From an optimization exercise on the open Yosys and OpenROAD flow, aimed at a short achievable clock period and few clock cycles per item; shortcuts taken in it are not production practice.
Function was checked by simulation only, so behaviour that the tests miss may differ from the original.
Power and IR drop assume default switching activity.

==> pepper: inputs <==
==> flow/design.v (excerpt) <==
module ap2_core (
    input  wire        clk,
    input  wire        rst,           
    input  wire        start,         
    input  wire [16:0] image_end,     
    output wire        mem_req,
    output wire        mem_we,
    output wire [15:0] mem_addr,
    output wire [15:0] mem_wdata,
    input  wire [15:0] mem_rdata,
    input  wire        mem_ready,
    output wire        done,          
    output wire [1:0]  stop_reason,   
    output wire [15:0] r0,
    output wire [15:0] r1,
    output wire [15:0] r2,
    output wire [15:0] r3,
    output wire [15:0] r4,
    output wire [15:0] r5,
    output wire [15:0] r6,
    output wire [15:0] r7,
    output wire [15:0] pc_out,
    output wire [15:0] sp_out,
    output wire        flag_c,
    output wire        flag_ov,
    output wire        flag_z,
    output wire        flag_s
);
Settings: LEC_CHECK=0, CAP_MARGIN=20, CORE_MARGIN=2, CORE_UTILIZATION=40, SLEW_MARGIN=20; clock period 10.0 ns.
standard.sh (not shown) runs the stock make flow with config.mk's settings and CLKGATE_MAP_FILE= SYNTH_SCRIPT=/design/flow/synth_recipe.tcl, a recipe that flattens the netlist after the stock synthesis.
==> flow/flow/run.sh <==
#!/bin/bash
set -euo pipefail
bash standard.sh SETUP_SLACK_MARGIN=7.5 finish > orfs_make.log 2>&1
==> ember (differences from pepper) <==
--- a/flow/design.v
+++ b/flow/design.v
@@ -251,23 +251,26 @@
     localparam [15:0] STACK_FLOOR = 16'h81F0;
     reg        running;       
     reg        done_q;
     reg        start_q;       
     reg [1:0]  reason;
     reg [16:0] ie_q;          
     reg [15:0] x [0:7];
     reg [15:0] sp;
+    reg [15:0] sp_p2;         
     reg        fc, fov, fz, fs;
     reg [15:0] sc [0:7];      
     reg [7:0]  scv;
+    reg [8:0]  sdep;          
     reg [15:0] bus_addr;      
     reg [15:0] bus_wdata;     
     reg [15:0] daddr;         
     reg [15:0] dwdata;        
+    reg        e_first;       
     reg [15:0] pcF;
     reg        d_valid;
     reg        d_end;         
     reg [15:0] ir;
     reg [15:0] pcd_cur;       
     reg [15:0] pcd_nxt;       
     reg        pd_stopi;      
     reg        pd_mul;        
@@ -325,17 +328,25 @@
                       | shl17[15:0]
                       | ({16{sel_ror}} & {A[0], A[15:1]})
                       | ({16{sel_rol}} & {A[14:0], A[15]})
                       | ({16{sel_mov}} & A);
     wire [15:0] r = ({16{sel_add}} & sum) | r_log;
     wire [15:0] axb   = A ^ B;
     wire [15:0] aob   = A | B;
     wire        z_add = (axb == {aob[14:0], e_sub});
-    wire        res_z = sel_add ? z_add : (r_log == 16'h0000);
+    wire        z_and = ((A & B) == 16'h0000);
+    wire        z_or  = ((A | B) == 16'h0000);
+    wire        z_xor = (axb == 16'h0000);
+    wire        z_a   = (A == 16'h0000);
+    wire        z_shr = (shr17[16:1] == 16'h0000);
+    wire        z_shl = (shl17[15:0] == 16'h0000);
+    wire        res_z = (sel_add & z_add) | (sel_and & z_and) | (sel_or & z_or) |
+                        (sel_xor & z_xor) | ((sel_mov | sel_ror | sel_rol) & z_a) |
+                        (sel_shr & z_shr) | (sel_shl & z_shl);
     wire res_s = e_cmp ? !co : r[15];
     wire res_c = sel_add ? (co ^ e_sub)
                : sel_shr ? shr17[0]
                : sel_shl ? shl17[16]
                : sel_ror ? A[0]
                : A[15];
     wire res_ov = sel_shl ? shl17[16]
                 : ((A[15] == B[15]) && (r[15] != A[15]));
@@ -358,19 +369,19 @@
             2'b00:   jc_e = 1'b1;
             2'b01:   jc_e = fz && !fs;
             2'b10:   jc_e = !fz && fs;
             default: jc_e = !fz && !fs;
         endcase
     end
     wire e_jtaken = e_valid & e_jpend & jc_e;
     wire [15:0] pcd_cur1 = pcd_cur + 16'd1;
-    wire [15:0] ba1      = daddr + 16'd1;
-    wire e_smc = e_we & d_valid & !d_end &
-                 ((daddr == pcd_cur) | (daddr == pcd_cur1) | (ba1 == pcd_cur));
+    wire [15:0] A1       = A + 16'd1;
+    wire e_smc = e_first & e_we & d_valid & !d_end &
+                 ((A == pcd_cur) | (A == pcd_cur1) | (A1 == pcd_cur));
     wire squash_e = e_jtaken | smc_q;
     wire [3:0] cls = ir[15:12];
     wire [2:0] fd  = ir[10:8];
     wire [2:0] fm  = ir[7:5];
     wire [2:0] fn  = ir[4:2];
     wire is_nop  = (ir == 16'h0000);
     wire is_c0   = (cls == 4'h0) && !is_nop;
     wire is_jmp  = is_c0 && ir[11];
@@ -390,26 +401,32 @@
     wire is_xor  = (cls == 4'hA);
     wire is_shr  = (cls == 4'hB);
     wire is_shl  = (cls == 4'hC);
     wire is_ror  = (cls == 4'hD);
     wire is_rol  = (cls == 4'hE);
     wire is_halt = (cls == 4'hF);
     wire is_alu1 = is_add | is_sub | is_and | is_or | is_not | is_xor |
                    is_shr | is_shl | is_ror | is_rol;      
-    wire push_ok = sp > STACK_FLOOR;
-    wire pop_ok  = (sp >= STACK_FLOOR) && (sp < STACK_START);
+    wire push_ok = !sdep[8];           
+    wire pop_ok  = !sdep[0];           
     wire psh_do  = is_psh && push_ok;
     wire pop_do  = is_pop && pop_ok;
     wire [4:0] sdist    = 5'd0 - sp[4:0];
     wire [2:0] sidx_psh = sdist[3:1];
-    wire [3:0] sidx_p4  = sdist[4:1] - 4'd1;
-    wire [2:0] sidx_pop = sidx_p4[2:0];
-    wire       pop_hit  = pop_do && scv[sidx_pop];
-    wire       pop_mem  = pop_do && !scv[sidx_pop];
+    wire       top_v    = |(scv & sdep[8:1]);    
+    reg [15:0] sc_top;                           
+    integer k;
+    always @(*) begin
+        sc_top = 16'h0000;
+        for (k = 0; k < 8; k = k + 1)
+            sc_top = sc_top | ({16{sdep[k + 1]}} & sc[k]);
+    end
+    wire       pop_hit  = pop_do && top_v;
+    wire       pop_mem  = pop_do && !top_v;
     wire d_memop   = is_ldr | is_str | psh_do | pop_mem;
     wire d_store   = is_str | psh_do;
     wire [1:0] d_reason = d_end ? 2'd3 : is_halt ? 2'd1 : 2'd2;
     wire [8:0]  imm9  = ir[10:2];
     wire [15:0] jt_d  = pcd_nxt + {7'b0, imm9};
     reg jc_d;
     always @(*) begin
         case (ir[1:0])
@@ -433,25 +450,28 @@
     wire fwd_a  = e_fwd && (e_rd == fm) && a_reg;
     wire fwd_b  = e_fwd && (e_rd == fn) && b_reg;
     wire fww_a  = w_valid && (w_rd == fm) && a_reg;
     wire fww_b  = w_valid && (w_rd == fn) && b_reg;
     wire [15:0] xm = x[fm];
     wire [15:0] xn = x[fn];
     wire [15:0] a_base = a_imm  ? {8'b0, ir[7:0]}
                        : is_psh ? sp
-                       : is_pop ? (pop_hit ? sc[sidx_pop] : sp + 16'd2)
+                       : is_pop ? (pop_hit ? sc_top : sp_p2)
                        : fww_a  ? wr
                        : xm;
     wire [15:0] b_raw  = (is_str && ir[11]) ? {8'b0, ir[10:8], ir[4:0]}
                        : is_not ? 16'hFFFF
                        : fww_b  ? wr
                        : xn;
-    wire [15:0] a_next = fwd_a ? r : a_base;
-    wire [15:0] b_next = fwd_b ? (r ^ {16{b_inv}}) : (b_raw ^ {16{b_inv}});
+    wire        fsa_a  = fwd_a & sel_add;
+    wire        fsa_b  = fwd_b & sel_add;
+    wire [15:0] a_next = fsa_a ? sum : fwd_a ? r_log : a_base;
+    wire [15:0] b_next = fsa_b ? (sum ^ {16{b_inv}})
+                       : fwd_b ? (r_log ^ {16{b_inv}}) : (b_raw ^ {16{b_inv}});
     wire at_end    = {1'b0, pcF} >= ie_q;
     wire bus_fetch = running & !e_memop;
     wire slot_free = !d_valid | d_fire | squash_e;
     wire f_load    = bus_fetch & slot_free & !squash_e & !d_jtaken & !d_stop;
     wire f_take    = f_load & mem_ready;
     reg [15:0] pcF_base;
     always @(*) begin
         if (start && !running)
@@ -484,58 +504,63 @@
             done_q  <= 1'b0;
             start_q <= 1'b0;
             d_valid <= 1'b0;
             e_valid <= 1'b0;
             e_memop <= 1'b0;
             e_we    <= 1'b0;
             w_valid <= 1'b0;
             smc_q   <= 1'b0;
+            e_first <= 1'b0;
         end else if (start && !running) begin
             running <= 1'b1;
             done_q  <= 1'b0;
             start_q <= 1'b1;
             d_valid <= 1'b0;
             e_valid <= 1'b0;
             e_memop <= 1'b0;
             e_we    <= 1'b0;
             w_valid <= 1'b0;
             smc_q   <= 1'b0;
+            e_first <= 1'b0;
         end else begin
             start_q <= 1'b0;
             if (d_stop) begin
                 running <= 1'b0;
                 done_q  <= 1'b1;
             end
             if (d_stop || squash_e || d_jtaken)
                 d_valid <= 1'b0;
             else if (slot_free)
                 d_valid <= f_take;
             e_valid <= e_hold | d_fire;
             e_memop <= e_hold | d_mem_go;
             e_we    <= (e_we & !mem_ready) | (d_fire & d_store);
             smc_q   <= e_smc;
+            e_first <= d_mem_go;
             w_valid <= e_alu & e_mul;
         end
     end
     always @(posedge clk)
         pcF <= pcF_next;
+    wire [15:0] e_addr  = e_first ? A : daddr;
+    wire [15:0] e_wdat  = e_first ? B : dwdata;
     wire        ba_r    = d_mem_go & fwd_a;
-    wire [15:0] ba_oth  = e_memop  ? (mem_ready ? pcF_base : daddr)
+    wire [15:0] ba_oth  = e_memop  ? (mem_ready ? pcF_base : e_addr)
                         : d_mem_go ? a_base
                         : pcF_next;
     wire        bw_r    = !e_memop & fwd_b;
-    wire [15:0] bw_oth  = e_memop ? dwdata : b_raw;
+    wire [15:0] bw_oth  = e_memop ? e_wdat : b_raw;
     always @(posedge clk) begin
-        bus_addr  <= ba_r ? r : ba_oth;
-        bus_wdata <= bw_r ? r : bw_oth;
-        if (d_mem_go)
-            daddr <= fwd_a ? r : a_base;
-        if (d_fire & d_store)
-            dwdata <= fwd_b ? r : b_raw;
+        bus_addr  <= (ba_r & sel_add) ? sum : ba_r ? r_log : ba_oth;
+        bus_wdata <= (bw_r & sel_add) ? sum : bw_r ? r_log : bw_oth;
+        if (e_first) begin
+            daddr  <= A;
+            dwdata <= B;
+        end
     end
     always @(posedge clk) begin
         if (d_stop)
             reason <= d_reason;
     end
     wire [15:0] fw    = mem_rdata;      
     wire [3:0]  f_cls = fw[15:12];
     wire        f_c0  = (f_cls == 4'h0) && (fw[11:0] != 12'h000);
@@ -596,68 +621,84 @@
         ms    <= ms_n;
         mc    <= mc_n;
         mt    <= mt_n;
         w_rd  <= e_rd;
         w_c   <= co;
         w_a15 <= A[15];
         w_b15 <= B[15];
     end
+    wire [8:0] sdep_n = start_q ? 9'b000000001
+                      : (d_fire & psh_do) ? {sdep[7:0], 1'b0}
+                      : (d_fire & pop_do) ? {1'b0, sdep[8:1]}
+                      : sdep;
+    reg [15:0] sp_n, sp_p2_n;
+    integer d;
+    always @(*) begin
+        sp_n    = 16'h0000;
+        sp_p2_n = 16'h0000;
+        for (d = 0; d < 9; d = d + 1) begin
+            sp_n    = sp_n    | ({16{sdep_n[d]}} & (STACK_START - 2 * d));
+            sp_p2_n = sp_p2_n | ({16{sdep_n[d]}} & (STACK_START + 2 - 2 * d));
+        end
+    end
+    always @(posedge clk) begin
+        sdep  <= sdep_n;
+        sp    <= sp_n;
+        sp_p2 <= sp_p2_n;
+    end
     wire        e_wr  = e_valid & e_wreg;
     integer i;
     always @(posedge clk) begin
         if (start_q) begin
             for (i = 0; i < 8; i = i + 1)
                 x[i] <= 16'h0000;
-            sp  <= STACK_START;
             fc  <= 1'b0;
             fov <= 1'b0;
             fz  <= 1'b0;
             fs  <= 1'b0;
             scv <= 8'h00;
         end else begin
             for (i = 0; i < 8; i = i + 1) begin
-                if (e_wr && !e_ld && (e_rd == i))
-                    x[i] <= r;
+                if (e_wr && !e_ld && sel_add && (e_rd == i))
+                    x[i] <= sum;
+                else if (e_wr && !e_ld && (e_rd == i))
+                    x[i] <= r_log;
                 else if (e_wr && (e_rd == i))
                     x[i] <= mem_rdata;
                 else if (w_valid && (w_rd == i))
                     x[i] <= wr;
             end
-            if (d_fire & psh_do)
-                sp <= sp - 16'd2;
-            else if (d_fire & pop_do)
-                sp <= sp + 16'd2;
             if (e_alu & e_wzs) begin
                 fz <= res_z;
                 fs <= res_s;
             end else if (w_valid) begin
                 fz <= w_z;
                 fs <= wr[15];
             end
             if (e_alu & e_wc)
                 fc <= res_c;
             else if (w_valid)
                 fc <= w_c;
             if (e_alu & e_wov)
                 fov <= res_ov;
             else if (w_valid)
                 fov <= w_ov;
             for (i = 0; i < 8; i = i + 1) begin
-                if (e_we && e_psh && (e_sidx == i))
+                if (e_first && e_we && e_psh && (e_sidx == i))
                     scv[i] <= 1'b1;
-                else if (e_we && !e_psh &&
-                         ((daddr == STACK_START - 2 * i) || (ba1 == STACK_START - 2 * i) ||
-                          (daddr == STACK_START - 2 * i + 1)))
+                else if (e_first && e_we && !e_psh &&
+                         ((A == STACK_START - 2 * i) || (A1 == STACK_START - 2 * i) ||
+                          (A == STACK_START - 2 * i + 1)))
                     scv[i] <= 1'b0;
             end
         end
         for (i = 0; i < 8; i = i + 1)
-            if (e_we && e_psh && (e_sidx == i))
-                sc[i] <= dwdata;
+            if (e_first && e_we && e_psh && (e_sidx == i))
+                sc[i] <= B;
     end
     assign done        = done_q;
     assign stop_reason = reason;
     assign r0 = x[0];
     assign r1 = x[1];
     assign r2 = x[2];
     assign r3 = x[3];
     assign r4 = x[4];
Settings changed: CAP_MARGIN 20 to 30.
==> qor summary <==
Status: pepper complete, no violations; ember complete, no violations
Number of instances on the worst hold path: pepper 0; ember 1
Die area: pepper 88700 sq um; ember 89900 sq um
Proportion of cell area occupied by registers: pepper 0.281; ember 0.266
Tapcells inserted: pepper 1144; ember 1155
Launch point of the critical path: pepper sp[1]; ember reason[0]
Number of clock sinks: pepper 575; ember 580
Met2 layer usage reported by global route: pepper 0.522; ember 0.548
Data arrival, critical path: pepper 3.89 ns; ember 1.32 ns
Ratio of total power to cell area: pepper 179 nW/um^2; ember 181 nW/um^2
Total number of cells along the worst setup path: pepper 15; ember 1
Final Power: pepper 9.22 mW; ember 9.69 mW
Iteration-0 DRC count of the detailed router: pepper 4820; ember 6292
Pint: pepper 5.73 mW; ember 5.89 mW
CTS Buf Count: pepper 67; ember 68
Floorplan core area: pepper 85300 sq um; ember 86800 sq um
Worst voltage drop across the vdd grid: pepper 414 uV; ember 192 uV
Cell count after synthesis: pepper 3806; ember 3919
Endpoint with the worst hold slack: pepper w_b15; ember dwdata[3]
Area growth from synthesis to layout: pepper 48.9%; ember 52.6%
Multi-Input Combinational: pepper 2765; ember 2862
Post-synthesis xor/xnor area fraction: pepper 0.0629; ember 0.0555
Total half-perimeter wirelength after legalization and detailed placement: pepper 102 mm; ember 112 mm
Testbench counts of pepper, summed over its fixed seeds: cycles 62,666, instrs 48,662.
Testbench counts of ember, summed over its fixed seeds: cycles 62,666, instrs 48,662.

-- separate check: timing with driven ports --
Ports are ideal in the flow. The routed layouts listed here were re-timed in OpenROAD. Step 1 assumes that a clkbuf_16 drives the clock port and a buf_2 every other input. Step 2 times the ports against the registers' clock, not the clock port: input delays grow and output delays shrink by t, the midpoint of the rising clock arrivals with the driver on. Three values: no drivers, after step 1, after step 2; two values: the first two.
run	t, ns	slack for setup (ns)	hold WS [ns]	worst setup path at the end	latest minus earliest clock arrival (ns)
pepper	0.686	6.660 / 6.660 / 6.343	0.446 / 0.446 / 0.446	input to register	0.025 / 0.025
ember	0.712	6.675 / 6.601 / 6.323	0.473 / 0.473 / 0.473	input to register	0.040 / 0.040
After both steps every run listed still meets setup and hold. The setup slack of ember, which loses most, moves by -0.074 ns with the drivers and by -0.352 ns with both steps.
